Source: an optimization exercise on an open RTL-to-GDS flow (aim: small area). Production flows keep margins and buffers that such runs may drop. Only simulation tests tie the RTL to the original design; equivalence was not proved. Power figures rest on the tool's default switching activity, not on a simulated workload.

--- flow/run.sh ---
#!/bin/bash
# Layout flow: the standard ORFS flow (standard.sh) with two changes.
#  1. Synthesis maps the logic with an area-oriented ABC script
#     (flow/abc_area.script).  ORFS's scripts folder is copied and only its
#     abc_speed.script is replaced; the yosys passes, the registers, the
#     flattening and renaming of synth_recipe.tcl stay as they are, and all
#     later steps run the same ORFS scripts.
#  2. Input and output ports are buffered with the smallest buffer cell
#     (sky130_fd_sc_hd__buf_1).
# The make output goes to layout.log; each ORFS step keeps its own log
# under orfs/logs/.
set -euo pipefail
cd "$(dirname "$0")/.."
WORK="$PWD"
rm -rf "$WORK/scripts_area"
cp -r "$FLOW_HOME/scripts" "$WORK/scripts_area"
cp "$WORK/flow/abc_area.script" "$WORK/scripts_area/abc_speed.script"
export BUFFER_PORTS_ARGS="-buffer_cell sky130_fd_sc_hd__buf_1"
bash standard.sh SCRIPTS_DIR="$WORK/scripts_area" "${1:-finish}" > layout.log 2>&1
--- flow/abc_area.script ---
&get -n
&st
&dch
&nf -a -p -C 32 -F 8 -A 8 -R 1000
&st
&syn2
&if -g -K 6
&synch2
&nf -a -p -C 32 -F 8 -A 8 -R 1000
&st
&dch -f
&nf -a -p -C 32 -F 8 -A 8 -R 1000
&st
&syn2
&dch -f
&nf -a -p -C 32 -F 8 -A 8 -R 1000
&st
&dch -f
&nf -a -p -C 32 -F 8 -A 8 -R 1000
&st
&syn4
&dch -f
&nf -a -p -C 32 -F 8 -A 8 -R 1000
&st
&syn4
&dch -f
&nf -a -p -C 32 -F 8 -A 8 -R 1000
&st
&syn4
&dch -f
&nf -a -p -C 32 -F 8 -A 8 -R 1000
&put
--- standard.sh ---
#!/bin/bash
# synth_recipe.tcl (not shown) runs the flow's synth.tcl, then flattens the netlist and writes it again
# the make line also repeats each setting of config.mk as NAME=value (left out here)
make -C /OpenROAD-flow-scripts/flow DESIGN_CONFIG=/design/flow/config.mk WORK_HOME=/design/flow/orfs CLKGATE_MAP_FILE= SYNTH_SCRIPT=/design/flow/synth_recipe.tcl "${@:-finish}"
--- config.mk ---
export PLATFORM = sky130hd
export DESIGN_NAME = pisb_sense
export DESIGN_NICKNAME = pisb_sense
export VERILOG_FILES = /design/flow/design.v
export SDC_FILE = /design/flow/constraint.sdc
export NUM_CORES = 4
export LEC_CHECK = 0
export CAP_MARGIN = 20
export CORE_MARGIN = 2
export CORE_UTILIZATION = 70
export CTS_CLUSTER_DIAMETER = 80
export CTS_CLUSTER_SIZE = 22
export SLEW_MARGIN = 20
--- constraint.sdc ---
create_clock -name core_clock -period 25.0 [get_ports {clk}]
set_input_delay 5.0000 -clock core_clock [delete_from_list [all_inputs] [get_ports {clk}]]
set_output_delay 5.0000 -clock core_clock [all_outputs]
set_load 0.01 [all_outputs]
--- design.v ---
module pisb_sense (
    input  wire        clk,
    input  wire        rst,
    input  wire        start,
    input  wire [11:0] raw,
    output wire        ready,
    output wire        done,
    output wire [31:0] v,
    output wire [31:0] rawc,
    output reg  [31:0] filtc,
    output wire [31:0] filtf,
    output wire        led,
    output reg  [5:0]  cursor,
    output reg         filled
);
    localparam [27:0] Y_C    = 28'h0D33333 << 3;   
    localparam [27:0] Y_V0   = 28'h0A05BC0 << 3;   
    localparam [27:0] Y_V01  = 28'h0502DE0 << 3;   
    localparam [27:0] Y_V02  = 28'h02816F0 << 3;   
    localparam [27:0] Y_S    = 28'h089A027 << 3;   
    localparam [27:0] Y_5    = 28'h0A00000 << 3;   
    localparam [4:0] S_IDLE  = 5'd0,
                     S_WAITQ = 5'd1,
                     S_MUL0  = 5'd2,
                     S_MUL   = 5'd3,
                     S_NR    = 5'd4,
                     S_OVF   = 5'd5,
                     S_ALV   = 5'd6,
                     S_NEG   = 5'd7,
                     S_DIV   = 5'd8,
                     S_QLD   = 5'd9,
                     S_ADD0  = 5'd10,
                     S_ALN   = 5'd11,
                     S_STORE = 5'd12,
                     S_FC0   = 5'd13,
                     S_FC1   = 5'd14,
                     S_FCST  = 5'd15,
                     S_X90   = 5'd16,
                     S_DONE  = 5'd17,
                     S_PARK  = 5'd18,
                     S_VW    = 5'd19,
                     S_SWAP  = 5'd20;
    localparam [2:0] G_V   = 3'd0,    
                     G_D   = 3'd1,    
                     G_Q   = 3'd2,    
                     G_S   = 3'd3,    
                     G_FC  = 3'd4,    
                     G_X9  = 3'd5,    
                     G_F5  = 3'd6,    
                     G_F32 = 3'd7;    
    localparam [3:0] Y_ZERO = 4'd0,
                     Y_MULS = 4'd1,
                     Y_V0S  = 4'd2,
                     Y_DVS  = 4'd3,
                     Y_B    = 4'd4,
                     Y_RND  = 4'd5;
    reg [4:0]  state;
    reg [2:0]  stage;
    reg [5:0]  ph;
    reg [479:0] ring;
    reg [11:0] rq;
    reg        rqv;
    reg [5:0]  idx;
    reg        loopph, fen, vfetch;
    reg        sF;
    reg [27:0] A;
    reg [26:0] B;
    reg [7:0]  E;
    reg        sA;
    reg        F;
    reg [7:0]  K;
    reg [28:0] rawc_r;
    function [7:0] add8(input [7:0] a, input [7:0] b);
        integer i;
        reg c;
        begin
            c = 1'b0;
            for (i = 0; i < 8; i = i + 1) begin
                add8[i] = a[i] ^ b[i] ^ c;
                c = (a[i] & b[i]) | (c & (a[i] ^ b[i]));
            end
        end
    endfunction
    function [7:0] inc8(input [7:0] a);
        integer i;
        reg c;
        begin
            c = 1'b1;
            for (i = 0; i < 8; i = i + 1) begin
                inc8[i] = a[i] ^ c;
                c = c & a[i];
            end
        end
    endfunction
    function gt8(input [7:0] a, input [7:0] b);    
        integer i;
        reg g;
        begin
            g = 1'b0;
            for (i = 0; i < 8; i = i + 1)
                g = (a[i] & ~b[i]) | (~(a[i] ^ b[i]) & g);
            gt8 = g;
        end
    endfunction
    function [7:0] dec8(input [7:0] a);
        integer i;
        reg b;
        begin
            b = 1'b1;
            for (i = 0; i < 8; i = i + 1) begin
                dec8[i] = a[i] ^ b;
                b = b & ~a[i];
            end
        end
    endfunction
    assign ready = (state == S_IDLE) && (ph == cursor);
    assign done  = (state == S_DONE);
    wire accept = start && ready && !rst;
    always @(posedge clk)
        ring <= {ring[467:0], accept ? raw : ring[479:468]};
    wire [11:0] head = ring[479:468];
    wire [7:0] ph_inc = inc8({2'b0, ph});
    wire [5:0] ph_nxt = (ph == 6'd39) ? 6'd0 : ph_inc[5:0];
    always @(posedge clk) begin
        if (rst) ph <= 6'd0;
        else     ph <= ph_nxt;
    end
    wire [5:0] cnt      = filled ? 6'd40 : cursor;
    wire [7:0] idx_i8   = inc8({2'b0, idx});
    wire [5:0] idx_inc  = idx_i8[5:0];
    wire [7:0] cur_i8   = inc8({2'b0, cursor});
    wire [5:0] cur_cmp  = (cursor == 6'd0) ? 6'd40 : cursor;
    wire       is_new   = (idx == cur_cmp);
    wire       is_last  = (idx == cnt);
    wire       ph_hit   = vfetch ? (ph_nxt == cursor) : (ph == idx);
    wire       fetch    = fen && !rqv && ph_hit && (state != S_MUL);
    wire       valid    = filled || (cursor != 6'd0);
    reg  [5:0] cnt_n;
    reg  [2:0] cnt_bl;
    always @* begin
        if (cnt[5])      begin cnt_n = cnt;               cnt_bl = 3'd6; end
        else if (cnt[4]) begin cnt_n = {cnt[4:0], 1'b0};  cnt_bl = 3'd5; end
        else if (cnt[3]) begin cnt_n = {cnt[3:0], 2'b0};  cnt_bl = 3'd4; end
        else if (cnt[2]) begin cnt_n = {cnt[2:0], 3'b0};  cnt_bl = 3'd3; end
        else if (cnt[1]) begin cnt_n = {cnt[1:0], 4'b0};  cnt_bl = 3'd2; end
        else             begin cnt_n = {cnt[0],   5'b0};  cnt_bl = 3'd1; end
    end
    wire       sel32 = (stage == G_F32);
    wire [7:0] ea    = sel32 ? 8'd132 : filtc[30:23];
    wire       sB    = sel32 ? 1'b0 : filtc[31];
    wire       accnz = (filtc[30:23] != 8'd0);
    reg         bclr;
    wire [26:0] bload = bclr ? 27'd0 : sel32 ? {1'b1, 26'd0} : {accnz, filtc[22:0], 3'b000};
    wire       Az    = (A == 28'd0);
    wire [31:0] pack = {sA, E, A[25:3]};
    assign v     = valid ? {1'b0, E, A[25:3]} : 32'd0;
    assign filtf = valid ? {sF, K, B[25:3]} : 32'h42000000;
    assign rawc  = {rawc_r[28:27], {3{valid & ~rawc_r[27]}}, rawc_r[26:0]};
    wire   lt40  = filtc[31] || !filtc[30] || (filtc[29:25] == 5'd0) ||
                   ((filtc[30:23] == 8'd132) && (filtc[22:21] == 2'b00));
    assign led   = valid && lt40;
    reg        enA, invA, invY;
    reg [3:0]  ysel;
    reg [1:0]  amode;       
    reg        qdiv;        
    reg        aclr;        
    reg [2:0]  bmode;       
    reg [1:0]  ebase;       
    reg [7:0]  xe;
    reg        eload, kload;
    reg [4:0]  nstate;
    reg [2:0]  nstage;
    reg        sA_n, F_n;
    wire       inc = A[2] & (A[3] | A[1] | A[0] | F);
    reg  [27:0] yv;
    always @* begin
        case (ysel)
            Y_MULS: yv = rq[0] ? ((stage == G_X9) ? {1'b0, B} : Y_C) : 28'd0;
            Y_V0S:  yv = (E == 8'd126) ? ~Y_V0 : (E == 8'd127) ? ~Y_V01 : ~Y_V02;
            Y_DVS:  yv = (stage == G_Q)  ? ~Y_S :
                         (stage == G_FC) ? {1'b1, ~cnt_n, {21{1'b1}}} : ~Y_5;
            Y_B:    yv = {invY, B ^ {27{invY}}};
            Y_RND:  yv = {24'd0, inc, 3'd0};
            default: yv = 28'd0;
        endcase
    end
    wire [27:0] xa  = (enA ? A : 28'd0) ^ {28{invA}};
    wire [27:0] yx  = yv;
    wire [28:0] sum;
    wire [28:0] rc;
    assign rc[0] = invA | invY;
    genvar gi;
    generate
        for (gi = 0; gi < 28; gi = gi + 1) begin : g_add
            wire p = xa[gi] ^ yx[gi];
            assign sum[gi]   = p ^ rc[gi];
            assign rc[gi+1]  = (xa[gi] & yx[gi]) | (p & rc[gi]);
        end
    endgenerate
    assign sum[28] = rc[28];
    wire        cout = sum[28];
    reg  [27:0] An;
    always @* begin
        case (amode)
            2'd1:    An = {sum[28], sum[27:2], sum[1] | sum[0]};
            2'd2:    An = {(qdiv && cout) ? sum[26:0] : A[26:0], 1'b0};
            default: An = sum[27:0];
        endcase
        if (aclr) An[2:0] = 3'd0;
    end
    wire [7:0] ebv  = (ebase == 2'd1) ? ea : (ebase == 2'd2) ? 8'd0 : (ebase == 2'd3) ? K : E;
    wire [7:0] eadd = add8(ebv, xe);
    wire       effsub = sA ^ F;
    wire       e_gt   = gt8(E, ea);
    task after_round;
        begin
            case (stage)
                G_V:  nstate = loopph ? S_ALV : S_DONE;
                G_D:  begin nstate = S_DIV;  nstage = G_Q; bmode = 3'd1; bclr = 1'b1; end
                G_Q:  begin nstate = S_ADD0; nstage = G_S; end
                G_S:  nstate = S_STORE;
                G_FC: nstate = S_FCST;
                G_X9: begin nstate = S_DIV;  nstage = G_F5; bmode = 3'd1; bclr = 1'b1; end
                G_F5: begin nstate = S_ADD0; nstage = G_F32; end
                default: nstate = S_PARK;
            endcase
        end
    endtask
    task norm_round;
        begin
            if (A[27]) begin
                amode = 2'd1; xe = 8'd1;
            end else if (A[26] || Az) begin
                ysel = Y_RND; aclr = 1'b1; F_n = 1'b0;
                if (Az) begin sA_n = 1'b0; ebase = 2'd2; end
                if (sum[27]) nstate = S_OVF;
                else after_round;
            end else begin
                amode = 2'd2; xe = 8'hFF;
            end
        end
    endtask
    always @* begin
        enA = 1'b1; invA = 1'b0; invY = 1'b0; ysel = Y_ZERO;
        amode = 2'd0; qdiv = 1'b0; aclr = 1'b0; bmode = 3'd0;
        ebase = 2'd0; xe = 8'd0; eload = 1'b1; kload = 1'b0;
        bclr = 1'b0; nstate = state; nstage = stage; sA_n = sA; F_n = F;
        case (state)
            S_IDLE: begin
                if (accept) begin
                    ebase = 2'd2; xe = 8'd116;
                    nstate = S_WAITQ; nstage = G_V;
                end
            end
            S_WAITQ: begin
                ebase = 2'd2; xe = 8'd116;
                if (rqv) nstate = S_MUL0;
            end
            S_MUL0: begin
                enA = 1'b0; ysel = Y_MULS; amode = 2'd1; xe = 8'd1;
                F_n = 1'b0;
                if (stage != G_X9) sA_n = 1'b0;
                nstate = S_MUL;
            end
            S_MUL: begin
                if (rq != 12'd0) begin
                    ysel = Y_MULS; amode = 2'd1; xe = 8'd1;
                end else
                    norm_round;
            end
            S_NR:  norm_round;
            S_OVF: begin
                amode = 2'd1; xe = 8'd1;
                after_round;
            end
            S_ALV: begin
                if (!(E[7] || (E[6:1] == 6'b111111))) begin    
                    if (Az) begin
                        ebase = 2'd2; xe = 8'd126;
                    end else begin
                        amode = 2'd1; xe = 8'd1;
                    end
                end else begin
                    ysel = Y_V0S; invY = 1'b1; sA_n = 1'b0; nstage = G_D;
                    nstate = cout ? S_NR : S_NEG;
                end
            end
            S_NEG: begin
                invA = 1'b1; sA_n = ~sA; nstate = S_NR;
            end
            S_DIV: begin
                ysel = Y_DVS; invY = 1'b1; amode = 2'd2; qdiv = 1'b1;
                bmode = 3'd2;
                if (B == 27'd0 && !cout) xe = 8'hFF;    
                if (B[25]) nstate = S_QLD;
            end
            S_QLD: begin
                F_n = !Az; enA = 1'b0; ysel = Y_B;
                case (stage)
                    G_Q:     begin xe = 8'd9; sA_n = ~sA; end
                    G_FC:    xe = 8'd0;
                    default: xe = 8'hFE;
                endcase
                nstate = S_NR;
            end
            S_ADD0: begin
                bmode = 3'd1; F_n = sB;
                ebase = e_gt ? 2'd0 : 2'd1; eload = 1'b0; kload = 1'b1;
                if (!sel32 && !accnz) nstate = S_STORE;
                else nstate = e_gt ? S_SWAP : S_ALN;
            end
            S_SWAP: begin
                enA = 1'b0; ysel = Y_B; bmode = 3'd4; ebase = 2'd1;
                sA_n = F; F_n = sA; nstate = S_ALN;
            end
            S_ALN: begin
                if (E != K && A[27:1] != 27'd0) begin
                    amode = 2'd1; xe = 8'd1;
                end else begin
                    ysel = Y_B; invA = effsub; ebase = 2'd3; F_n = 1'b0;
                    if (effsub) sA_n = F;
                    nstate = (effsub && !cout) ? S_NEG : S_NR;
                end
            end
            S_STORE: begin
                ebase = 2'd2; xe = 8'd116; nstage = G_V;
                if (is_last) nstate = S_FC0;
                else if (rqv) nstate = S_MUL0;
                else nstate = S_WAITQ;
            end
            S_FC0: begin
                bmode = 3'd1; sA_n = sB;
                ebase = 2'd1;
                xe = (cnt_bl == 3'd1) ? 8'd0 : {5'b11111, 3'd1 - cnt_bl};    
                if (!accnz) begin
                    ebase = 2'd2; xe = 8'd132;
                    enA = 1'b0; sA_n = 1'b0; nstage = G_F32; nstate = S_ADD0;
                end else
                    nstate = S_FC1;
            end
            S_FC1: begin
                enA = 1'b0; ysel = Y_B; bmode = 3'd1; bclr = 1'b1; nstage = G_FC;
                nstate = S_DIV;
            end
            S_FCST: nstate = S_X90;
            S_X90: begin
                bmode = 3'd1; ebase = 2'd1; nstage = G_X9; nstate = S_MUL0;
            end
            S_PARK: begin
                bmode = 3'd4; eload = 1'b0; kload = 1'b1; nstate = S_VW;
                nstage = G_V;
            end
            S_VW: begin
                ebase = 2'd2; xe = 8'd116;
                if (rqv) nstate = S_MUL0;
            end
            S_DONE: nstate = S_IDLE;
            default: nstate = S_IDLE;
        endcase
    end
    always @(posedge clk) begin
        A  <= An;
        sA <= sA_n;
        F  <= F_n;
        if (eload) E <= eadd;
        if (kload) K <= eadd;
        case (bmode)
            3'd1: B <= bload;
            3'd2: B <= {B[25:0], cout};
            3'd4: B <= A[26:0];
            default: ;
        endcase
        if (state == S_PARK) sF <= sA;
        stage <= nstage;
        if (fetch)
            rq <= head;
        else if (state == S_X90)
            rq <= 12'd9;
        else if (state == S_MUL0 || (state == S_MUL && rq != 12'd0))
            rq <= {1'b0, rq[11:1]};
        if (accept) begin
            idx    <= 6'd0;
            loopph <= 1'b1;
            fen    <= 1'b1;
            vfetch <= 1'b0;
            rqv    <= 1'b0;
        end else begin
            if (fetch)
                rqv <= 1'b1;
            if (state == S_MUL0) begin
                rqv <= 1'b0;
                idx <= idx_inc;
            end
            if (state == S_STORE && is_last) begin
                loopph <= 1'b0;
                fen    <= 1'b0;
            end
            if ((stage == G_X9 && nstage == G_F5) || (state == S_FC0 && !accnz)) begin
                fen    <= 1'b1;
                vfetch <= 1'b1;
                rqv    <= 1'b0;
            end
        end
    end
    always @(posedge clk) begin
        if (rst) begin
            state  <= S_IDLE;
            rawc_r <= 29'd0;
            filtc  <= 32'd0;
            cursor <= 6'd0;
            filled <= 1'b0;
        end else begin
            state <= nstate;
            if (accept) begin
                if (cursor == 6'd39) begin
                    cursor <= 6'd0;
                    filled <= 1'b1;
                end else
                    cursor <= cur_i8[5:0];
                filtc  <= 32'd0;
            end
            if (state == S_ADD0 && stage == G_S && is_new)
                rawc_r <= {pack[31:30], pack[26:0]};
            if (state == S_STORE || state == S_FCST)
                filtc <= pack;
        end
    end
endmodule
==> results.json, run 1 <==
{
  "status": "no timing/DRC/antenna violations",
  "cts_setup_buffers": 0,
  "dp_cells": 2143,
  "reg2reg_slack_ps": 4860,
  "fmax_mhz": 49.7,
  "grt_busiest_layer": "met2",
  "drt_wl_total_um": 55300,
  "fin_cells": 2193,
  "yosysWarningCount": 1,
  "async_reset_ff_share_pct": 0,
  "diodes": 0,
  "grt_pass1_vias": 14200,
  "required_ps": 25310,
  "place_congestion": 0.969,
  "dr.pass1.iters": 13,
  "tns_ps": 0,
  "dp_hpwl_um": 34200,
  "clock-sinks": 658,
  "syn_nets": 1670,
  "io_buffer_count": 151,
  "regArea_um2": 13800,
  "arrival_ps": 20450,
  "worstMarginPinSlew_ps": 1150,
  "grtUsageMet2_pct": 59.0,
  "grt_max_degree": 65,
  "place_area_um2": 21200,
  "dieArea_um2": 29800,
  "num_rows": 61,
  "layout_commonest_cell": "dfxtp_1",
  "worstSetupPathType": "reg2reg",
  "yosysTopAreaCell": "dfxtp_1",
  "cpPeakStageDelay_ps": 800,
  "relSlewSlack_pct": 22.4,
  "synth_seq_cells": 658,
  "vias": 14400,
  "endpoint_kind": "flop",
  "hold_viol_final": 0,
  "drv_cap": 0,
  "min_period_ps": 20140,
  "rsz0062_at_grt": "no",
  "ctsHtreeMaxLevel": 2,
  "synth_cells": 1597,
  "ys_seq_area_share_pct": 69.0,
  "cellPowerDensity_nw_per_um2": 109,
  "peakVddDrop_mv": 0.0863,
  "gr-total-overflow": 0,
  "synth_ff_type": "dfxtp_1",
  "post_drt_wl_per_cell_um": 25.2,
  "cp_slowest_cell": "dfxtp_1",
  "drive_above_1_share_pct": 3.86,
  "grt_util_met1_pct": 48.5,
  "ioPinCount": 153,
  "yosys-top-cells-area": "dfxtp_1 (60%), edfxtp_1 (8.7%), a22o_1 (3.7%)",
  "die_y_um": 173,
  "critPathMaxFanout": 30,
  "clockRootBuffer": "clkbuf_16",
  "synth.distinct_cells": 59,
  "hold_buffers": 0,
  "cts_tree": "built",
  "coreArea_um2": 27900,
  "drt_iter0_drc": 2444,
  "fin_skew_ps": 24.8,
  "hold_class": "reg2reg",
  "synth_area_um2": 19900,
  "synth_edf_count": 58,
  "syn2layout_area_growth_pct": 11.1,
  "synth_top_area_share_pct": 60.3,
  "fin_crit_sh_pct": 80.6,
  "postSynthAreaPerCell_um2": 12.5,
  "ctsResizeCount": 0,
  "clk_pin_slew_worst_paths_ps": 90,
  "numCtsBuffers": 35,
  "die_w_um": 173,
  "grt_pass1_wl_um": 84900,
  "initial_core_util_pct": 71.4,
  "viasPerCell": 6.54,
  "nets": 1875,
  "final_max_slew_viol_count": 0,
  "crit_top_cell": "fa_1",
  "multi_input_area_um2": 6030,
  "leakage_nw": 8.78,
  "antenna_found_initial": 2,
  "track_usage_pct": 36.8,
  "final_cell_mix": "dfxtp_1 (600), buf_1 (151), nand2_1 (140)",
  "detail-route-antenna-nets": 0,
  "grtUsageMet3_pct": 7.30,
  "critPathLaunchType": "flop",
  "cts_buffer_depth": 3,
  "clock_latency_ps": 570,
  "drc": 0,
  "fill_cells": 1495,
  "setup-violations-final": 0,
  "final_cell_area_um2": 22100
}
[flip-flops by register name, summed over array words and instances (netlist names)]
name	count
filtc	32
E	8
vfetch	1
ph	6
state	5
sA	1
fen	1
sF	1
rawc_r	29
B	27
F	1
rqv	1
A	28
loopph	1
filled	1
cursor	6
rq	12
stage	3
K	8
idx	6
ring	480
[metrics by stage]
step	total power [mW]	utilization (%)	worst slack, ps	hold slack, ps
6_report	2.40	79.3	4860	320
5_1_grt	2.48	79.3	4050	330
4_1_cts	2.38	79.3	5010	320
3_5_place_dp	1.78	75.7	5090	312
3_3_place_gp	1.75	75.7	5410	310
2_1_floorplan	1.62	-	6300	310
[cells in the mapped netlist (3+ instances only)]
library cell	instances
a2111oi_0	3
a211oi_1	5
a21o_1	9
a21oi_1	63
a221oi_1	3
a222oi_1	56
a22o_1	84
a22oi_1	4
a31oi_1	6
and2_0	68
buf_4	3
clkinv_1	49
dfxtp_1	600
edfxtp_1	58
fa_1	34
ha_1	24
nand2_1	140
nand2b_1	25
nand3_1	21
nand3b_1	3
nand4_1	8
nor2_1	133
nor2b_1	11
nor3_1	21
nor4_1	25
nor4b_1	3
o2111ai_1	3
o21ai_0	38
o221ai_1	3
o22ai_1	4
o311ai_0	3
o31ai_1	3
o32ai_1	3
o41ai_1	5
or2_0	6
or3_1	7
or4_1	3
xnor2_1	20
xor2_1	10
[final timing paths]
kind              startpoint        end  cells after the start
hold reg to reg    ring[207]  ring[219]                      0
setup reg to reg    state[1]       K[7]                     53
setup / recovery    state[1]       K[7]                     53
hold / removal     ring[207]  ring[219]                      0
[where the power goes]
group	leakage [nW]	internal [mW]	total (mW)	switching [mW]
sequential	5.40	1.27	1.40	0.130
clock	0.474	0.266	0.598	0.332
combinational	2.91	0.151	0.407	0.256
total	8.78	1.68	2.40	0.719
[cell type report]
cell class                 count  share of cell area, %
clock buffer                  47                   4.20
clock inverter                 3                  0.249
inverter                      49                  0.831
multi-input combinational    887                   27.2
sequential                   658                   62.1
tap                          378                   2.14
timing repair buffer         171                   3.24
[cell families after synthesis]
group / Yosys count / synth area share [%]
AO/OA/AOI/OAI: 313 / 12.0
other: 1 / 0.0188
XOR/XNOR: 30 / 1.32
adder cells (fa/ha/maj): 58 / 4.92
AND/OR/NAND/NOR: 483 / 11.6
buffers and inverters: 52 / 1.04
flip-flops: 658 / 69.0
multiplexers: 2 / 0.113
[critical path: cells and delay by family, from the launching register on]
| kind | cells | cell delay (ps) |
|---|---|---|
| adder cells (fa/ha/maj) | 34 | 14760 |
| AND/OR/NAND/NOR | 9 | 2610 |
| buffers and inverters | 4 | 810 |
| flip-flops | 1 | 800 |
| AO/OA/AOI/OAI | 4 | 610 |
| XOR/XNOR | 2 | 250 |
[metal layers]
layer | vias to the layer above | wire, um
met3 | 271 | 5840
met1 | 6826 | 20900
met2 | 1164 | 25500
li1 | 6088 | -
met4 | 2 | 3060
met5 | - | 14
==> run 2, diff against run 1 <==
--- a/design.v
+++ b/design.v
@@ -153,8 +153,8 @@
     wire [26:0] bload = bclr ? 27'd0 : sel32 ? {1'b1, 26'd0} : {accnz, filtc[22:0], 3'b000};
     wire       Az    = (A == 28'd0);
     wire [31:0] pack = {sA, E, A[25:3]};
-    assign v     = valid ? {1'b0, E, A[25:3]} : 32'd0;
-    assign filtf = valid ? {sF, K, B[25:3]} : 32'h42000000;
+    assign v     = {1'b0, E, A[25:3]};
+    assign filtf = {sF, K, B[25:3]};
     assign rawc  = {rawc_r[28:27], {3{valid & ~rawc_r[27]}}, rawc_r[26:0]};
     wire   lt40  = filtc[31] || !filtc[30] || (filtc[29:25] == 5'd0) ||
                    ((filtc[30:23] == 8'd132) && (filtc[22:21] == 2'b00));
@@ -359,17 +359,22 @@
         endcase
     end
     always @(posedge clk) begin
-        A  <= An;
+        A  <= rst ? 28'd0 : An;
         sA <= sA_n;
         F  <= F_n;
-        if (eload) E <= eadd;
-        if (kload) K <= eadd;
-        case (bmode)
+        if (rst) E <= 8'd0;
+        else if (eload) E <= eadd;
+        if (rst) K <= 8'd132;
+        else if (kload) K <= eadd;
+        if (rst) B <= 27'd0;
+        else case (bmode)
             3'd1: B <= bload;
             3'd2: B <= {B[25:0], cout};
             3'd4: B <= A[26:0];
             default: ;
         endcase
+        if (rst) sF <= 1'b0;
+        else
         if (state == S_PARK) sF <= sA;
         stage <= nstage;
         if (fetch)
==> flow/run.sh (replaced) <==
#!/bin/bash
# Layout flow: the standard ORFS flow (standard.sh) with three changes.
#  1. Synthesis maps the logic with an area-oriented ABC script
#     (flow/abc_area.script).  ORFS's scripts folder is copied and only its
#     abc_speed.script is replaced; the yosys passes, the registers, the
#     flattening and renaming of synth_recipe.tcl stay as they are, and all
#     later steps run the same ORFS scripts.
#  2. Input and output ports are buffered with the smallest buffer cell
#     (sky130_fd_sc_hd__buf_1).
#  3. Clock tree synthesis clusters up to 25 sinks within 100 um per leaf
#     buffer and inserts no dummy loads.
# The make output goes to layout.log; each ORFS step keeps its own log
# under orfs/logs/.
set -euo pipefail
cd "$(dirname "$0")/.."
WORK="$PWD"
rm -rf "$WORK/scripts_area"
cp -r "$FLOW_HOME/scripts" "$WORK/scripts_area"
cp "$WORK/flow/abc_area.script" "$WORK/scripts_area/abc_speed.script"
export BUFFER_PORTS_ARGS="-buffer_cell sky130_fd_sc_hd__buf_1"
export CTS_ARGS="-sink_clustering_enable -repair_clock_nets -sink_clustering_size 25 -sink_clustering_max_diameter 100 -dont_use_dummy_load"
bash standard.sh SCRIPTS_DIR="$WORK/scripts_area" "${1:-finish}" > layout.log 2>&1
--- a/config.mk
+++ b/config.mk
@@ -8,6 +8,6 @@
 export CAP_MARGIN = 20
 export CORE_MARGIN = 2
 export CORE_UTILIZATION = 70
-export CTS_CLUSTER_DIAMETER = 80
-export CTS_CLUSTER_SIZE = 22
+export CTS_CLUSTER_DIAMETER = 100
+export CTS_CLUSTER_SIZE = 25
 export SLEW_MARGIN = 20
==> results.json, run 2 <==
{
  "required_ps": 25450,
  "p_int_mw": 1.59,
  "ys_seq_area_share_pct": 67.6,
  "cp_slowest_cell": "dfxtp_1",
  "viasPerCell": 6.55,
  "num_rows": 61,
  "min_period_ps": 20220,
  "place_congestion": 0.978,
  "final_max_slew_viol_count": 0,
  "p_switching_mw": 0.830,
  "leakage_nw": 8.54,
  "gr-total-overflow": 0,
  "regMostFlops": "ring",
  "hold_buffers": 0,
  "cts_tree": "built",
  "tns_ps": 0,
  "nets": 1852,
  "synth.distinct_cells": 57,
  "vias": 14100,
  "largestRegisters": "ring: 480 flops, filtc: 32 flops, rawc_r: 29 flops",
  "synth-compound-area-share_pct": 12.7,
  "clk_pin_slew_worst_paths_ps": 110,
  "syn2layout_area_growth_pct": 8.40,
  "final_cell_mix": "dfxtp_1 (644), nand2_1 (216), buf_1 (151)",
  "synth_top_family_by_area": "compound AO/OA/AOI/OAI gates",
  "multi_input_area_um2": 5950,
  "cpPeakStageDelay_ps": 700,
  "rsz0062_at_grt": "no",
  "track_usage_pct": 36.7,
  "seqPwrFrac_pct": 53.2,
  "regArea_um2": 13300,
  "grt_max_degree": 33,
  "initial_core_util_pct": 71.1,
  "endpoint_kind": "flop",
  "cellPowerDensity_nw_per_um2": 113,
  "peakVddDrop_mv": 0.0911,
  "fin_crit_sh_pct": 80.9,
  "drt_wl_total_um": 54200,
  "ctsResizeCount": 0,
  "status": "no timing/DRC/antenna violations",
  "synth_cells": 1623,
  "yosysWarningCount": 1,
  "antenna_found_initial": 2,
  "io_buffer_count": 151,
  "critPathMaxFanout": 15,
  "clock-sinks": 658,
  "coreArea_um2": 27700,
  "synthMuxAreaShare_pct": 0.851,
  "drive_above_1_share_pct": 3.83,
  "numCtsBuffers": 30,
  "critPathLaunchType": "flop",
  "largest_register_ffs": 480,
  "combPwrFrac_pct": 25.2,
  "yosysMostFrequentCell": "dfxtp_1",
  "fill_cells": 1668,
  "grt_pass1_wl_um": 82000,
  "post_drt_wl_per_cell_um": 25.1,
  "arrival_ps": 20670,
  "drt_iter0_drc": 2335,
  "die_w_um": 172,
  "synth_seq_cells": 658,
  "async_reset_ff_share_pct": 0,
  "worstSetupPathType": "reg2reg",
  "swShare_pct": 34.3,
  "detail-route-antenna-nets": 0,
  "ctsHtreeMaxLevel": 1,
  "synth_area_um2": 19700,
  "syn_nets": 1696,
  "hold_class": "reg2reg",
  "drc": 0,
  "crit_top_cell": "fa_1",
  "synthAdderAreaFrac_pct": 4.98,
  "synth_top_area_share_pct": 65.5,
  "grt_pass1_vias": 14000,
  "worstMarginPinSlew_ps": 1010,
  "diodes": 0,
  "fin_skew_ps": 91.3,
  "dieArea_um2": 29500,
  "dr.pass1.iters": 12,
  "layout_commonest_cell": "dfxtp_1",
  "synth_edf_count": 14,
  "cts_setup_buffers": 0,
  "setup-violations-final": 0,
  "postSynthAreaPerCell_um2": 12.1,
  "drv_cap": 0,
  "hold_ws_ps": 256,
  "cts_buffer_depth": 3,
  "yosys-top-cells-count": "dfxtp_1 (644), nand2_1 (216), a22o_1 (90), nor2_1 (89), o21ai_0 (74)",
  "die_y_um": 172,
  "clock_latency_ps": 630,
  "ioPinCount": 153,
  "yosysTopAreaCell": "dfxtp_1",
  "yosys.area_share.xor_xnor_pct": 0.978,
  "synth_ff_type": "dfxtp_1",
  "yosys-top-cells-area": "dfxtp_1 (65%), nand2_1 (4.1%), a22o_1 (4.0%)",
  "synthSimpleGateAreaFrac_pct": 10.3,
  "clockRootBuffer": "clkbuf_16",
  "relSlewSlack_pct": 32.4,
  "fmax_mhz": 49.4,
  "clkPwrFrac_pct": 21.5,
  "dp_hpwl_um": 35200,
  "hold_viol_final": 0
}
==> run 2: cell count changes after synthesis, moves of 36 or more <==
cell / before / now
nand2_1: 140 / 216
and2_0: 68 / 8
buf_4: 3 / 50
dfxtp_1: 600 / 644
edfxtp_1: 58 / 14
nor2_1: 133 / 89
o21ai_0: 38 / 74
==> run 2: worst paths after layout <==
kind,startpoint,to,slack [ps],cells after the start
max,state[4],K[6],4780,52
min reg2reg,ring[327],ring[339],260,0
max reg2reg,state[4],K[6],4780,52
min,ring[327],ring[339],260,0
==> run 2: kinds of logic after synthesis <==
logic type               Yosys count
AND/OR/NAND/NOR                  454
other                              1
AO/OA/AOI/OAI                    332
flip-flops                       658
multiplexers                      15
adder cells (fa/ha/maj)           58
buffers and inverters             83
XOR/XNOR                          22
==> run 2: power by group through the flow <==
stage          clock [mW]  sequential (mW)  combinational (mW)
2_1_floorplan           0             1.26               0.393
3_3_place_gp            0             1.29               0.552
3_5_place_dp            0             1.30               0.569
4_1_cts             0.520             1.28               0.585
5_1_grt             0.551             1.30               0.645
6_report            0.520             1.29               0.610
==> run 2: critical path, delay by kind of cell (launching register included) <==
kind            cells  cell delay, ps
compound gates      3             460
fa+ha+maj          34           15130
flops               1             700
simple gates       13            3580
buf+inv             2             140
==> run 2: layer usage <==
layer	GRT usage (%)	vias to the layer above	wire length, um
met5	0	-	12
met2	61.0	1054	25800
li1	-	6063	-
met3	6.14	288	4970
met1	45.4	6713	19700
met4	21.5	2	3680
==> run 2: layout make-up <==
cell class / count / share of cell area, %
clock buffer: 30 / 3.52
inverter: 33 / 0.580
multi-input combinational: 882 / 27.9
sequential: 658 / 62.4
tap: 378 / 2.22
timing repair buffer: 174 / 3.46
==> run 2: stage by stage <==
stage               power (mW)  utilization (%)  instance area, um2  instances  setup WS, ps
finish                    2.42             77.1               21400       2155          4780
floorplan                 1.65                -               19700       1623          6670
CTS                       2.39             77.0               21300       2155          5010
global placement          1.84             74.3               20600       2125          5660
global route              2.49             77.1               21400       2155          3960
detailed placement        1.87             74.3               20600       2125          5250
==> run 3, diff against run 2 <==
--- a/flow/run.sh
+++ b/flow/run.sh
@@ -7,7 +7,7 @@
 #     later steps run the same ORFS scripts.
 #  2. Input and output ports are buffered with the smallest buffer cell
 #     (sky130_fd_sc_hd__buf_1).
-#  3. Clock tree synthesis clusters up to 25 sinks within 100 um per leaf
+#  3. Clock tree synthesis clusters up to 22 sinks within 80 um per leaf
 #     buffer and inserts no dummy loads.
 # The make output goes to layout.log; each ORFS step keeps its own log
 # under orfs/logs/.
@@ -18,5 +18,5 @@
 cp -r "$FLOW_HOME/scripts" "$WORK/scripts_area"
 cp "$WORK/flow/abc_area.script" "$WORK/scripts_area/abc_speed.script"
 export BUFFER_PORTS_ARGS="-buffer_cell sky130_fd_sc_hd__buf_1"
-export CTS_ARGS="-sink_clustering_enable -repair_clock_nets -sink_clustering_size 25 -sink_clustering_max_diameter 100 -dont_use_dummy_load"
+export CTS_ARGS="-sink_clustering_enable -repair_clock_nets -sink_clustering_size 22 -sink_clustering_max_diameter 80 -dont_use_dummy_load"
 bash standard.sh SCRIPTS_DIR="$WORK/scripts_area" "${1:-finish}" > layout.log 2>&1
--- a/config.mk
+++ b/config.mk
@@ -8,6 +8,6 @@
 export CAP_MARGIN = 20
 export CORE_MARGIN = 2
 export CORE_UTILIZATION = 70
-export CTS_CLUSTER_DIAMETER = 100
-export CTS_CLUSTER_SIZE = 25
+export CTS_CLUSTER_DIAMETER = 80
+export CTS_CLUSTER_SIZE = 22
 export SLEW_MARGIN = 20
==> results.json, run 3 <==
{
  "status": "no timing/DRC/antenna violations",
  "vias": 14000,
  "ys_seq_area_share_pct": 67.6,
  "ctsHtreeMaxLevel": 2,
  "die_y_um": 172,
  "dp_hpwl_um": 35200,
  "min_from": "ring[454]",
  "synth_area_um2": 19700,
  "tns_ps": 0,
  "synth_cells": 1623,
  "syn2layout_area_growth_pct": 9.01,
  "setup-violations-final": 0,
  "cellPowerDensity_nw_per_um2": 114,
  "regMostFlops": "ring",
  "die_w_um": 172,
  "synth.distinct_cells": 57,
  "ff2ff_path_depth": 52,
  "fmax_mhz": 49.8,
  "place_congestion": 0.978,
  "place_area_um2": 20600,
  "drt_iter0_drc": 2189,
  "viasPerCell": 6.50,
  "final_cell_area_um2": 21500,
  "cts_setup_buffers": 0,
  "drc": 0,
  "hold_ws_ps": 298,
  "num_rows": 61,
  "cts_buffer_depth": 3,
  "largestRegisters": "ring: 480 flops, filtc: 32 flops, rawc_r: 29 flops",
  "clk_pin_slew_worst_paths_ps": 100,
  "syn_nets": 1696,
  "critPathMaxFanout": 15,
  "leakage_nw": 8.60,
  "synth_edf_count": 14,
  "final_cell_mix": "dfxtp_1 (644), nand2_1 (216), buf_1 (151)",
  "grt_max_degree": 33,
  "coreArea_um2": 27700,
  "dp_slack_ps": 5250,
  "power_mw": 2.46,
  "clock-sinks": 658,
  "worstMarginPinSlew_ps": 1060,
  "hold_class": "reg2reg",
  "io_buffer_count": 151,
  "hold_buffers": 0,
  "diodes": 0,
  "rsz0062_at_grt": "no",
  "setup_ws_ps": 4900,
  "yosys-top-cells-area": "dfxtp_1 (65%), nand2_1 (4.1%), a22o_1 (4.0%)",
  "required_ps": 25450,
  "combPwrFrac_pct": 24.7,
  "detail-route-antenna-nets": 0,
  "grt_pass1_vias": 13900,
  "drv_cap": 0,
  "hold_depth": 0,
  "cp_slowest_cell": "dfxtp_1",
  "yosysWarningCount": 1,
  "r2r-start": "state[4]",
  "path_buf_inv": 2,
  "clock_latency_ps": 570,
  "track_usage_pct": 36.9,
  "ctsResizeCount": 0,
  "clockRootBuffer": "clkbuf_16",
  "seqPwrFrac_pct": 52.3,
  "initial_core_util_pct": 71.1,
  "drt_wl_total_um": 54000,
  "dieArea_um2": 29500,
  "antenna_found_initial": 1,
  "worstSetupPathType": "reg2reg",
  "min_period_ps": 20100,
  "r2r_end": "K[6]",
  "ioPinCount": 153,
  "arrival_ps": 20540,
  "fin_crit_sh_pct": 80.4,
  "numCtsBuffers": 35,
  "yosys-top-cells-count": "dfxtp_1 (644), nand2_1 (216), a22o_1 (90), nor2_1 (89), o21ai_0 (74)",
  "synth_seq_cells": 658,
  "final_max_slew_viol_count": 0,
  "fin_skew_ps": 68.0,
  "yosysTopAreaCell": "dfxtp_1",
  "path_delay_family": "adder cells",
  "cts_tree": "built",
  "p_int_mw": 1.62,
  "postSynthAreaPerCell_um2": 12.1,
  "clkPwrFrac_pct": 23.0,
  "critPathLaunchType": "flop",
  "reg2reg_slack_ps": 4900,
  "post_drt_wl_per_cell_um": 25.0,
  "hold_end": "ring[466]",
  "drive_above_1_share_pct": 4.04,
  "p_switching_mw": 0.834,
  "hold_viol_final": 0,
  "grt_pass1_wl_um": 82000,
  "nets": 1857,
  "endpoint_kind": "flop",
  "relSlewSlack_pct": 28.5,
  "yosysMostFrequentCell": "dfxtp_1",
  "synth_top_area_share_pct": 65.5,
  "largest_register_ffs": 480,
  "dr.pass1.iters": 8,
  "async_reset_ff_share_pct": 0,
  "cpPeakStageDelay_ps": 670,
  "crit_top_cell": "fa_1",
  "peakVddDrop_mv": 0.0782,
  "synth_ff_type": "dfxtp_1",
  "layout_commonest_cell": "dfxtp_1",
  "gr-total-overflow": 0,
  "swShare_pct": 33.9
}
==> run 3: power groups by stage <==
stage                     Clock (mW)  Combinational (mW)  Sequential (mW)
after floorplan                    0               0.393             1.26
after global placement             0               0.552             1.29
after detailed placement           0               0.569             1.30
after CTS                      0.568               0.585             1.28
after global routing           0.601               0.643             1.30
final                          0.565               0.608             1.28
==> run 3: cells by family (layout without fill, tap and decap cells) <==
family / count (synthesis) / in the layout / share of synthesized area [%]
AND/OR/NAND/NOR: 454 / 454 / 10.3
multiplexers: 15 / 15 / 0.851
XOR/XNOR: 22 / 22 / 0.978
buffers and inverters: 83 / 242 / 2.53
adder cells (fa/ha/maj): 58 / 58 / 4.98
AO/OA/AOI/OAI: 332 / 332 / 12.7
other: 1 / 1 / 0.0190
flip-flops: 658 / 658 / 67.6
==> run 3: layout make-up <==
cell class	count	area [um2]
repair buffers	174	739
flip-flops and latches	658	13300
inverters	33	124
clock buffers	35	876
well taps	378	473
multi-input cells	882	5940
fillers	1631	6240
==> run 3: per-stage QoR <==
step	utilization, %	cells
floorplan	-	1623
global route	77.5	2160
detailed placement	74.3	2125
global placement	74.3	2125
finish	77.5	2160
CTS	77.5	2160
==> run 3: worst max-delay path by stage <==
stage	from	cells after the start	end
after detailed placement	state[4]	52	K[6]
after CTS	state[4]	52	K[6]
final	state[4]	52	K[6]
after global placement	state[4]	52	K[6]
after global routing	state[4]	54	E[7]
after floorplan	state[4]	51	K[6]
==> run 3: metal layers <==
layer  global-route usage (%)  vias to the layer above  wire, um
met5                        0                        -        14
met4                     22.1                        2      3560
met3                     7.29                      267      4840
met2                     60.5                     1018     25800
met1                     45.4                     6692     19900
li1                         -                     6061         -
==> run 4, diff against run 3 <==
--- a/flow/run.sh
+++ b/flow/run.sh
@@ -7,7 +7,7 @@
 #     later steps run the same ORFS scripts.
 #  2. Input and output ports are buffered with the smallest buffer cell
 #     (sky130_fd_sc_hd__buf_1).
-#  3. Clock tree synthesis clusters up to 22 sinks within 80 um per leaf
+#  3. Clock tree synthesis clusters up to 27 sinks within 100 um per leaf
 #     buffer and inserts no dummy loads.
 # The make output goes to layout.log; each ORFS step keeps its own log
 # under orfs/logs/.
@@ -18,5 +18,5 @@
 cp -r "$FLOW_HOME/scripts" "$WORK/scripts_area"
 cp "$WORK/flow/abc_area.script" "$WORK/scripts_area/abc_speed.script"
 export BUFFER_PORTS_ARGS="-buffer_cell sky130_fd_sc_hd__buf_1"
-export CTS_ARGS="-sink_clustering_enable -repair_clock_nets -sink_clustering_size 22 -sink_clustering_max_diameter 80 -dont_use_dummy_load"
+export CTS_ARGS="-sink_clustering_enable -repair_clock_nets -sink_clustering_size 27 -sink_clustering_max_diameter 100 -dont_use_dummy_load"
 bash standard.sh SCRIPTS_DIR="$WORK/scripts_area" "${1:-finish}" > layout.log 2>&1
--- a/config.mk
+++ b/config.mk
@@ -8,6 +8,6 @@
 export CAP_MARGIN = 20
 export CORE_MARGIN = 2
 export CORE_UTILIZATION = 70
-export CTS_CLUSTER_DIAMETER = 80
-export CTS_CLUSTER_SIZE = 22
+export CTS_CLUSTER_DIAMETER = 100
+export CTS_CLUSTER_SIZE = 27
 export SLEW_MARGIN = 20
==> results.json, run 4 <==
{
  "fin_cells": 2153,
  "final_max_slew_viol_count": 0,
  "ctsHtreeMaxLevel": 1,
  "place_congestion": 0.978,
  "vias": 14100,
  "cts_buffer_depth": 3,
  "synth.distinct_cells": 57,
  "dr.pass1.iters": 9,
  "synth_area_um2": 19700,
  "io_buffer_count": 151,
  "setup_ws_ps": 4810,
  "num_rows": 61,
  "clk_pin_slew_worst_paths_ps": 100,
  "diodes": 0,
  "clock-sinks": 658,
  "seqPwrFrac_pct": 53.6,
  "nets": 1850,
  "status": "no timing/DRC/antenna violations",
  "die_w_um": 172,
  "cts_tree": "built",
  "arrival_ps": 20620,
  "relSlewSlack_pct": 27.8,
  "hold_class": "reg2reg",
  "reg2reg_slack_ps": 4810,
  "grt_pass1_vias": 14100,
  "cellPowerDensity_nw_per_um2": 113,
  "coreArea_um2": 27700,
  "viasPerCell": 6.55,
  "post_drt_wl_per_cell_um": 25.4,
  "worstSetupPathType": "reg2reg",
  "hold_viol_final": 0,
  "antenna_found_initial": 0,
  "initial_core_util_pct": 71.1,
  "cts_setup_buffers": 0,
  "drt_wl_total_um": 54800,
  "fin_crit_sh_pct": 80.7,
  "die_y_um": 172,
  "cp_slowest_cell": "dfxtp_1",
  "peakVddDrop_mv": 0.0707,
  "tns_ps": 0,
  "swShare_pct": 34.5,
  "clockRootBuffer": "clkbuf_16",
  "grt_pass1_wl_um": 83300,
  "ctsResizeCount": 0,
  "drt_iter0_drc": 2546,
  "detail-route-antenna-nets": 0,
  "critPathMaxFanout": 15,
  "drv_cap": 0,
  "gr-total-overflow": 0,
  "grt_max_degree": 33,
  "min_period_ps": 20190,
  "clkPwrFrac_pct": 20.9,
  "cpPeakStageDelay_ps": 760,
  "regMostFlops": "ring",
  "syn2layout_area_growth_pct": 8.12,
  "required_ps": 25440,
  "critPathLaunchType": "flop",
  "largestRegisters": "ring: 480 flops, filtc: 32 flops, rawc_r: 29 flops",
  "clock_latency_ps": 610,
  "fill_cells": 1663,
  "dp_slack_ps": 5250,
  "yosysTopAreaCell": "dfxtp_1",
  "p_switching_mw": 0.829,
  "endpoint_kind": "flop",
  "drive_above_1_share_pct": 3.66,
  "synth_seq_cells": 658,
  "worstMarginPinSlew_ps": 1080,
  "synth_edf_count": 14,
  "yosys-top-cells-area": "dfxtp_1 (65%), nand2_1 (4.1%), a22o_1 (4.0%)",
  "largest_register_ffs": 480,
  "fmax_mhz": 49.5,
  "async_reset_ff_share_pct": 0,
  "dp_hpwl_um": 35200,
  "numCtsBuffers": 28,
  "drc": 0,
  "yosysWarningCount": 1,
  "ys_seq_area_share_pct": 67.6,
  "final_core_util_pct": 76.9,
  "yosysMostFrequentCell": "dfxtp_1",
  "dp_cells": 2125,
  "crit_top_cell": "fa_1",
  "syn_nets": 1696,
  "leakage_nw": 8.51,
  "hold_end": "ring[47]",
  "hold_buffers": 0,
  "synth_ff_type": "dfxtp_1",
  "min_from": "ring[35]",
  "combPwrFrac_pct": 25.5,
  "r2r-start": "state[4]",
  "rsz0062_at_grt": "no",
  "ff2ff_path_depth": 52,
  "yosys-top-cells-count": "dfxtp_1 (644), nand2_1 (216), a22o_1 (90), nor2_1 (89), o21ai_0 (74)",
  "r2r_end": "K[6]",
  "track_usage_pct": 37.5,
  "final_cell_mix": "dfxtp_1 (644), nand2_1 (216), buf_1 (151)",
  "hold_depth": 0,
  "p_int_mw": 1.57,
  "ioPinCount": 153,
  "synth_cells": 1623,
  "synth_top_area_share_pct": 65.5,
  "dieArea_um2": 29500,
  "fin_skew_ps": 76.2,
  "setup-violations-final": 0,
  "postSynthAreaPerCell_um2": 12.1,
  "layout_commonest_cell": "dfxtp_1"
}
==> run 4: layout make-up <==
class	count	area [um2]	area share [%]
Multi-Input combinational cell	882	5940	27.9
Inverter	33	124	0.582
Tap cell	378	473	2.22
Sequential cell	658	13300	62.5
Timing Repair Buffer	174	739	3.47
Clock buffer	28	701	3.29
==> run 4: layer usage <==
metal / vias to the layer above / track usage [%] / part of all wire, %
li1: 6053 / - / -
met1: 6736 / 45.6 / 36
met2: 1020 / 61.8 / 48
met3: 303 / 8.08 / 9.2
met4: 0 / 22.2 / 6.9
met5: - / 0 / 0
==> run 4: worst max path at each step <==
stage / cells past startpoint / slack [ps] / start / to
2_1_floorplan: 51 / 6670 / state[4] / K[6]
3_3_place_gp: 52 / 5660 / state[4] / K[6]
3_5_place_dp: 52 / 5250 / state[4] / K[6]
4_1_cts: 52 / 4990 / state[4] / K[6]
5_1_grt: 54 / 3950 / state[4] / E[7]
6_report: 52 / 4810 / state[4] / K[6]
==> run 4: critical path, delay by kind of cell (launching register included) <==
kind | cells | cell delay, ps
fa+ha+maj | 34 | 15130
simple gates | 13 | 3600
flops | 1 | 760
compound gates | 3 | 440
buf+inv | 2 | 140
==> run 4: per-stage QoR <==
step           hold WS, ps  cell area, um2  power [mW]
3_3_place_gp           310           20600        1.84
3_5_place_dp           312           20600        1.87
6_report               282           21300        2.40
2_1_floorplan          310           19700        1.65
5_1_grt                281           21300        2.49
4_1_cts                285           21300        2.37
==> run 4: cells by family after synthesis <==
group / synth area share [%]
AOI/OAI and AO/OA: 12.7
xor gates and xnor gates: 0.978
and+or+nand+nor: 10.3
buffers and inverters: 2.53
DFF: 67.6
muxes: 0.851
other: 0.0190
adders and majority gates: 4.98
==> run 4: power by group through the flow <==
stage	combinational [mW]	clock (mW)	sequential [mW]
floorplan	0.393	0	1.26
global placement	0.552	0	1.29
detailed placement	0.569	0	1.30
CTS	0.586	0.505	1.28
global route	0.654	0.538	1.30
finish	0.612	0.503	1.29

==> separate check: timing with driven ports <==
The flow's constraints put no driver on any port. The routed layouts listed below were extracted and timed again, unchanged, in two steps. Step 1 sets driving cells, clkbuf_16 on the clock port and buf_2 on the other inputs (assumed; they add their load-dependent delay and slew). Step 2 moves the port delays by t, midway between the first and last clock arrival at a register: inputs arrive t later, outputs are due t later. That takes back most of the time a late clock gives input paths. a / b / c = no drivers / after step 1 / after step 2; a / b = the first two.
run	t, ns	setup WS [ns]	worst setup path at the end	latest minus earliest clock arrival (ns)	cell pins on the clock port's net
run 1	0.613	4.862 / 4.862 / 4.862	register to register	0.025 / 0.026	1
run 2	0.637	4.776 / 4.776 / 4.776	register to register	0.095 / 0.095	1
run 3	0.591	4.903 / 4.903 / 4.903	register to register	0.068 / 0.068	1
run 4	0.626	4.814 / 4.814 / 4.814	register to register	0.076 / 0.076	1
After both steps setup and hold are still met in every run listed.
